From an optimization exercise on the open Yosys and OpenROAD flow, aimed at small area; shortcuts taken in it are not production practice.
Function was checked by simulation only, so behaviour that the tests miss may differ from the original.
Power figures rest on the tool's default switching activity, not on a simulated workload.

<file path="flow/run.sh">
#!/bin/bash
# synth_recipe.tcl (not shown) runs the flow's synth.tcl, then flattens the netlist and writes it again
# the make line also repeats each setting of config.mk as NAME=value (left out here)
make -C /OpenROAD-flow-scripts/flow DESIGN_CONFIG=/design/flow/config.mk WORK_HOME=/design/flow/orfs CLKGATE_MAP_FILE= SYNTH_SCRIPT=/design/flow/synth_recipe.tcl finish
</file>
<file path="flow/constraint.sdc">
create_clock -name core_clock -period 8.0 [get_ports {clk}]
set_input_delay 1.6000 -clock core_clock [delete_from_list [all_inputs] [get_ports {clk}]]
set_output_delay 1.6000 -clock core_clock [all_outputs]
set_load 0.01 [all_outputs]
</file>
<file path="flow/design.v">
module pico_counter (
    input  wire        clk,
    input  wire        rst,           
    input  wire        pulse,
    input  wire        cmd_valid,
    input  wire        cmd_op,
    output wire        ready,
    output reg         done,
    output wire [31:0] count,
    output wire        terr,
    output reg         m_req,
    output reg         m_write,
    output reg  [1:0]  m_sel,
    output reg  [15:0] m_addr,
    output reg  [8:0]  m_len,
    input  wire        m_ack,
    output wire        m_wvalid,
    output wire [7:0]  m_wdata,
    input  wire        m_wready,
    input  wire        m_rvalid,
    input  wire [7:0]  m_rdata,
    input  wire        m_done,
    input  wire        m_ok
);
    localparam integer K        = 16;
    localparam integer NBYTES   = 4 * K;
    localparam [17:0]  CNT_BASE = 18'h140E0;
    localparam integer T_WC     = 64;
    localparam [3:0] S_LD_REQ   = 4'd0,    
                     S_LD_DATA  = 4'd1,    
                     S_LD_DONE  = 4'd2,    
                     S_LD_FIX   = 4'd3,    
                     S_LD_SCAN  = 4'd4,    
                     S_IDLE     = 4'd5,
                     S_FL_CHK   = 4'd6,    
                     S_WR       = 4'd7,    
                     S_FINISH   = 4'd8;    
    localparam [1:0] W_LOAD  = 2'd0,
                     W_STORE = 2'd1,
                     W_RESET = 2'd2;
    localparam [2:0] P_IDLE = 3'd0,
                     P_HDR  = 3'd1,
                     P_DATA = 3'd2,
                     P_WAIT = 3'd3,
                     P_DEAD = 3'd4;
    reg [3:0]  state;
    reg [1:0]  wkind;
    reg [7:0]  slot_buf [0:NBYTES-1];
    reg [6:0]  rd_idx;
    reg [31:0] pcount;
    reg [31:0] last;
    reg [3:0]  next_idx;
    reg [31:0] store_val;
    reg        terr_q;
    wire [31:0] raw_slot [0:K-1];
    wire [K-1:0] blank;
    genvar g;
    generate
        for (g = 0; g < K; g = g + 1) begin : g_slot
            assign raw_slot[g] = {slot_buf[4*g+3], slot_buf[4*g+2],
                                  slot_buf[4*g+1], slot_buf[4*g]};
            assign blank[g]    = (raw_slot[g] == 32'hFFFF_FFFF);
        end
    endgenerate
    reg [3:0] scan_c;
    reg       scan_found;
    integer   i;
    always @* begin
        scan_c     = 4'd0;
        scan_found = 1'b0;
        for (i = 0; i < K; i = i + 1) begin
            if (!scan_found && (raw_slot[(i + 1) % K] <= raw_slot[i])) begin
                scan_c     = i[3:0];
                scan_found = 1'b1;
            end
        end
    end
    reg        wr_start;
    reg [17:0] wr_addr_in;
    reg [8:0]  wr_len_in;
    reg [2:0]  pstate;
    reg [17:0] p_addr;       
    reg [8:0]  p_left;       
    reg [8:0]  p_off;        
    reg [8:0]  p_cnt;        
    reg [8:0]  p_chunk;      
    reg [6:0]  p_dead;
    reg        p_fin;        
    reg        p_ok;         
    wire [8:0] page_room = 9'd256 - {1'b0, p_addr[7:0]};
    wire [8:0] chunk_len = (page_room < p_left) ? page_room : p_left;
    reg [7:0] wbyte;
    always @* begin
        case (wkind)
            W_STORE: wbyte = store_val[8*p_off[1:0] +: 8];
            W_RESET: wbyte = 8'd0;
            default: wbyte = slot_buf[p_off[5:0]];
        endcase
    end
    assign m_wvalid = (pstate == P_DATA);
    assign m_wdata  = wbyte;
    always @(posedge clk) begin
        if (rst) begin
            pstate  <= P_IDLE;
            m_req   <= 1'b0;
            m_write <= 1'b0;
            m_sel   <= 2'd0;
            m_addr  <= 16'd0;
            m_len   <= 9'd0;
            p_addr  <= 18'd0;
            p_left  <= 9'd0;
            p_off   <= 9'd0;
            p_cnt   <= 9'd0;
            p_chunk <= 9'd0;
            p_dead  <= 7'd0;
            p_fin   <= 1'b0;
            p_ok    <= 1'b0;
        end else begin
            p_fin <= 1'b0;
            if (state == S_LD_REQ) begin
                if (!m_req) begin
                    m_req   <= 1'b1;
                    m_write <= 1'b0;
                    m_sel   <= CNT_BASE[17:16];
                    m_addr  <= CNT_BASE[15:0];
                    m_len   <= NBYTES[8:0];
                end else if (m_ack) begin
                    m_req <= 1'b0;
                end
            end else begin
                case (pstate)
                    P_IDLE: begin
                        if (wr_start) begin
                            p_addr <= wr_addr_in;
                            p_left <= wr_len_in;
                            p_off  <= 9'd0;
                            pstate <= P_HDR;
                        end
                    end
                    P_HDR: begin
                        if (!m_req) begin
                            m_req   <= 1'b1;
                            m_write <= 1'b1;
                            m_sel   <= p_addr[17:16];
                            m_addr  <= p_addr[15:0];
                            m_len   <= chunk_len;
                            p_chunk <= chunk_len;
                            p_cnt   <= chunk_len;
                        end else if (m_ack) begin
                            m_req  <= 1'b0;
                            pstate <= P_DATA;
                        end
                    end
                    P_DATA: begin
                        if (m_wready) begin
                            p_off <= p_off + 9'd1;
                            p_cnt <= p_cnt - 9'd1;
                            if (p_cnt == 9'd1)
                                pstate <= P_WAIT;
                        end
                    end
                    P_WAIT: begin
                        if (m_done) begin
                            if (m_ok) begin
                                p_dead <= 7'd0;
                                pstate <= P_DEAD;
                            end else begin
                                p_ok   <= 1'b0;
                                p_fin  <= 1'b1;
                                pstate <= P_IDLE;
                            end
                        end
                    end
                    P_DEAD: begin
                        if (p_dead == T_WC[6:0] - 7'd1) begin
                            p_addr <= p_addr + {9'd0, p_chunk};
                            p_left <= p_left - p_chunk;
                            if (p_left == p_chunk) begin
                                p_ok   <= 1'b1;
                                p_fin  <= 1'b1;
                                pstate <= P_IDLE;
                            end else begin
                                pstate <= P_HDR;
                            end
                        end else begin
                            p_dead <= p_dead + 7'd1;
                        end
                    end
                    default: pstate <= P_IDLE;
                endcase
            end
        end
    end
    assign ready = (state == S_IDLE);
    assign count = pcount;
    assign terr  = terr_q;
    wire accept = ready && cmd_valid;
    always @* begin
        wr_start   = 1'b0;
        wr_addr_in = CNT_BASE;
        wr_len_in  = NBYTES[8:0];
        case (state)
            S_LD_FIX: begin
                wr_start = |blank;
            end
            S_FL_CHK: begin
                wr_start   = (store_val != last);
                wr_addr_in = CNT_BASE + {12'd0, next_idx, 2'b00};
                wr_len_in  = 9'd4;
            end
            S_IDLE: begin
                wr_start = accept && cmd_op;
            end
            default: ;
        endcase
    end
    integer b;
    always @(posedge clk) begin
        if (rst) begin
            state     <= S_LD_REQ;
            wkind     <= W_LOAD;
            rd_idx    <= 7'd0;
            terr_q    <= 1'b0;
            done      <= 1'b0;
            pcount    <= 32'd0;
            last      <= 32'd0;
            next_idx  <= 4'd0;
            store_val <= 32'd0;
        end else begin
            done   <= 1'b0;
            pcount <= pcount + {31'd0, pulse};
            case (state)
                S_LD_REQ: begin
                    rd_idx <= 7'd0;
                    if (m_req && m_ack)
                        state <= S_LD_DATA;
                end
                S_LD_DATA: begin
                    if (m_rvalid) begin
                        slot_buf[rd_idx[5:0]] <= m_rdata;
                        rd_idx <= rd_idx + 7'd1;
                        if (rd_idx == NBYTES[6:0] - 7'd1)
                            state <= S_LD_DONE;
                    end
                end
                S_LD_DONE: begin
                    if (m_done) begin
                        if (!m_ok)
                            terr_q <= 1'b1;
                        state <= S_LD_FIX;
                    end
                end
                S_LD_FIX: begin
                    for (b = 0; b < K; b = b + 1) begin
                        if (blank[b]) begin
                            slot_buf[4*b]   <= 8'd0;
                            slot_buf[4*b+1] <= 8'd0;
                            slot_buf[4*b+2] <= 8'd0;
                            slot_buf[4*b+3] <= 8'd0;
                        end
                    end
                    wkind <= W_LOAD;
                    if (|blank)
                        state <= S_WR;
                    else
                        state <= S_LD_SCAN;
                end
                S_LD_SCAN: begin
                    pcount   <= raw_slot[scan_c];
                    last     <= raw_slot[scan_c];
                    next_idx <= scan_c + 4'd1;
                    state    <= S_IDLE;
                end
                S_IDLE: begin
                    if (accept) begin
                        if (cmd_op) begin
                            wkind <= W_RESET;
                            state <= S_WR;
                        end else begin
                            wkind     <= W_STORE;
                            store_val <= pcount;
                            state     <= S_FL_CHK;
                        end
                    end
                end
                S_FL_CHK: begin
                    if (store_val != last) begin
                        state <= S_WR;
                    end else begin
                        done  <= 1'b1;
                        state <= S_IDLE;
                    end
                end
                S_WR: begin
                    if (p_fin)
                        state <= S_FINISH;
                end
                S_FINISH: begin
                    if (!p_ok)
                        terr_q <= 1'b1;
                    case (wkind)
                        W_LOAD: begin
                            state <= S_LD_SCAN;
                        end
                        W_STORE: begin
                            if (p_ok) begin
                                last     <= store_val;
                                next_idx <= next_idx + 4'd1;
                            end
                            done  <= 1'b1;
                            state <= S_IDLE;
                        end
                        default: begin
                            if (p_ok) begin
                                pcount   <= 32'd0;
                                last     <= 32'd0;
                                next_idx <= 4'd0;
                            end
                            done  <= 1'b1;
                            state <= S_IDLE;
                        end
                    endcase
                end
                default: state <= S_LD_REQ;
            endcase
        end
    end
endmodule
</file>
<file path="flow/config.mk">
export PLATFORM = sky130hd
export DESIGN_NAME = pico_counter
export DESIGN_NICKNAME = pico_counter
export VERILOG_FILES = /design/flow/design.v
export SDC_FILE = /design/flow/constraint.sdc
export NUM_CORES = 4
export LEC_CHECK = 0
export CAP_MARGIN = 20
export CORE_MARGIN = 2
export CORE_UTILIZATION = 40
export SLEW_MARGIN = 20
</file>
==> reports/qor.csv <==
metric,value,unit
most frequent cells in the layout,"721 x dfxtp_1, 698 x nand2_1, 647 x a21oi_1",
fin crit share,85.9,%
CTS tree,yes,
Post-synth EDFFs,0,
CTS Hold Bufs,0,
clock tree buffer depth,3,
R2R cell count,18,
ys async rst share,0,%
crit-path max FO,66,
chip height,362,um
endpoints failing hold,0,
row count,131,
Clock Sinks,725,
Post-CTS Setup Inserts,0,
area share of the largest cell type after synthesis,28.4,%
Tot GR Track Use,35.3,%
DP Wirelength,170000,um
YS warnings,1,
Via density,6.61,
starting density of the core,40.2,%
CP arrival,7.45,ns
Mapped Avg Cell Area,8.15,um^2
vias post-DR,52500,
DRT antenna net count,0,
"Seq/Total Area, Yosys",28.4,%
final net count,6776,
area grow syn2layout,11.1,%
"Gates resized, CTS repair",0,
pwr/cell area,162,mW/mm^2
die width,362,um
Top-Level Pins,91,
Hold Path Class,flip-flop to flip-flop,
"Setup violations, final",0,
Synth Instances,6273,
register bit total from synthesis,725,
Slew @ Worst Pin,1.25,ns
relative slew slack,16.9,%
r2r setup slk,1.13,ns
Setup crit end,last[17],
register area,0.0145,mm^2
critical path startpoint,slot_buf[9][1],
Synth area leader,dfxtp_1,
WP data required,8.58,ns
area of the die,0.131,mm^2
leakage,0.0210,uW
Post-Route WL,239000,um
routability cong.,1.09,
multi-input logic area,0.0330,mm^2
IO Port Bufs,90,
largest net degree at the start of global routing,92,
startpoint types,flip-flop,
syn nets,6845,
DRT Pass-1 Iters,11,
RR Endpoint,last[17],
mapped cell area,0.0511,mm^2
DRT iter0 DRCs,8234,
Final min period,6.87,ns
Max Cap Viol,0,
RSZ-0062 raised after global routing,no,
layout cells sized above 1,8.93,%
CTS clock-pin slew for the worst setup and hold paths,0.06,ns
CP Class,flip-flop to flip-flop,
Final WS setup,1.13,ns
status,no timing/DRC/antenna violations,
f_max,146,MHz
H-tree depth,3,
Synth area leaders,"dfxtp_1 28%, ha_1 14%, mux4_2 7.7%",
Max rail drop VDD,173,uV
WL per Instance,30.1,um
total CTS buffers,86,
worst-skew pair later-pin latency,0.77,ns
Core ar.,0.127,mm^2
Main synth FF type,dfxtp_1,
worst r2r src,slot_buf[9][1],
Setup TNS,0,ns
Post-Place Setup Slack,1.65,ns
"commonest non-fill, non-tap cell in the layout",dfxtp_1,
initial antenna violation count,19,
global-route wire length before repair,341000,um
CTS root buf,clkbuf_16,
CP Capture Type,flip-flop,
gr ovfl total,0,
synth unique cells,92,
Post-Route Skew,0.0760,ns
vias in the first global route,48100,
# fillers,12600,
fin. max-slew vios,0,
residual DRC count,0,
[final cells by class]
class / instances / share of cell area (%)
clock inverter: 36 / 0.916
antenna: 4 / 0.0176
sequential: 725 / 25.6
clock buffer: 122 / 4.35
multi-input combinational: 4551 / 58.1
tap: 1662 / 3.66
timing repair buffer: 213 / 3.23
inverter: 627 / 4.14
[worst max-delay path: stages (launching register included)]
cell      delay, ns
dfxtp_1        0.65
inv_1          0.09
ha_1           0.33
nand4_1        0.19
nor4_2         0.37
a21boi_1       0.25
o31a_1         0.15
o211ai_2       0.16
nor4_1         1.07
nand4_1        0.25
nand3_1        0.32
inv_1          0.17
ha_4           0.42
buf_4          0.46
a22oi_1        0.24
a21oi_1        0.12
a211o_1        0.31
a32oi_1        0.93
o211ai_1       0.18
[worst min path at each step]
stage / from / endpoint / slack (ns) / cells past startpoint
3_3_place_gp: m_len[0] / m_len[0] / 0.44 / 2
2_1_floorplan: wkind[1] / wkind[1] / 0.45 / 2
4_1_cts: m_len[3] / m_len[3] / 0.46 / 2
6_report: m_len[3] / m_len[3] / 0.46 / 2
3_5_place_dp: m_len[3] / m_len[3] / 0.45 / 2
5_1_grt: m_len[3] / m_len[3] / 0.50 / 2
[power by group]
group / internal (uW) / switching, uW
Combinational: 380 / 786
Clock: 2410 / 1780
Sequential: 3670 / 211
[per-stage QoR]
stage | power, uW | area, um^2 | hold WS [ns] | util, % | cells
after detailed placement | 5050 | 53800 | 0.446 | 42.3 | 7775
after global placement | 5030 | 53800 | 0.438 | 42.3 | 7774
after floorplan | 4480 | 51100 | 0.448 | - | 6273
final | 9230 | 56800 | 0.456 | 44.7 | 7940
after global routing | 9460 | 56800 | 0.500 | 44.7 | 7939
after CTS | 9190 | 56800 | 0.460 | 44.7 | 7933
[state kept, by name, indices dropped and copies added (netlist names), 2 cells and up, named ones only]
| name | cells |
|---|---|
| next_idx | 4 |
| state | 4 |
| last | 32 |
| pstate | 3 |
| p_dead | 7 |
| p_chunk | 9 |
| m_sel | 2 |
| pcount | 32 |
| p_left | 9 |
| slot_buf | 512 |
| p_addr | 18 |
| store_val | 32 |
| wkind | 2 |
| m_len | 9 |
| m_addr | 16 |
| rd_idx | 7 |
| p_off | 6 |
| p_cnt | 9 |
[per-layer routing]
layer | global-route usage [%] | vias up | wire length, um
met5 | 1.37 | - | 414
met4 | 22.4 | 24 | 19200
met3 | 13.5 | 1075 | 32300
met2 | 50.7 | 3645 | 96400
met1 | 44.1 | 25100 | 90500
li1 | - | 22600 | -
[logic make-up after synthesis]
family          share of synthesized area, %
compound gates                          17.0
xor+xnor                                1.66
fa+ha+maj                               13.6
buf+inv                                 7.49
flops                                   28.4
mux                                     11.9
simple gates                            20.0
[cell usage after synthesis (17+ instances only)]
cell type and n:
buf_1 45, nand2_1 698, a21oi_1 647, a21o_1 33, inv_1 626, nor4_1 76
o211ai_1 43, mux4_2 176, nor2_1 395, a211o_1 36, nor2_2 24, clkbuf_1 304
dfxtp_1 725, a211oi_1 47, xor2_1 55, and3_1 44, xnor2_1 42, nand2b_1 17
nand4_1 253, mux2i_1 209, nor3_1 59, ha_1 552, a32oi_1 24, a222oi_1 32
nand3_1 468, a22oi_1 203, o21ai_0 118

[afterwards: timing with drivers on the ports]
Ports are ideal in the flow. The routed layout listed here was re-timed in OpenROAD.
Step 1, drivers: a clkbuf_16 drives clk and a buf_2 each remaining input, both assumed.
Step 2 adds t to the input delays and takes it off the output delays; t is the mean of the earliest and latest rising clock arrival at the registers after step 1. Input paths then give back, and output paths get back, about the clock's delay inside the block.
Three values: ideal, step 1, step 2; two values: the first two.
shift t [ns]: 0.814
setup WS [ns]: 1.128 / 1.128 / 1.128
clock arrival spread, ns: 0.076 / 0.077
worst slew at a driven data input, ns: 0.06
pins driven straight from the clock port: 1
After both steps setup and hold are still met in this run. The setup slack of this run moves by 0.000 ns with the drivers and by 0.000 ns with both steps.
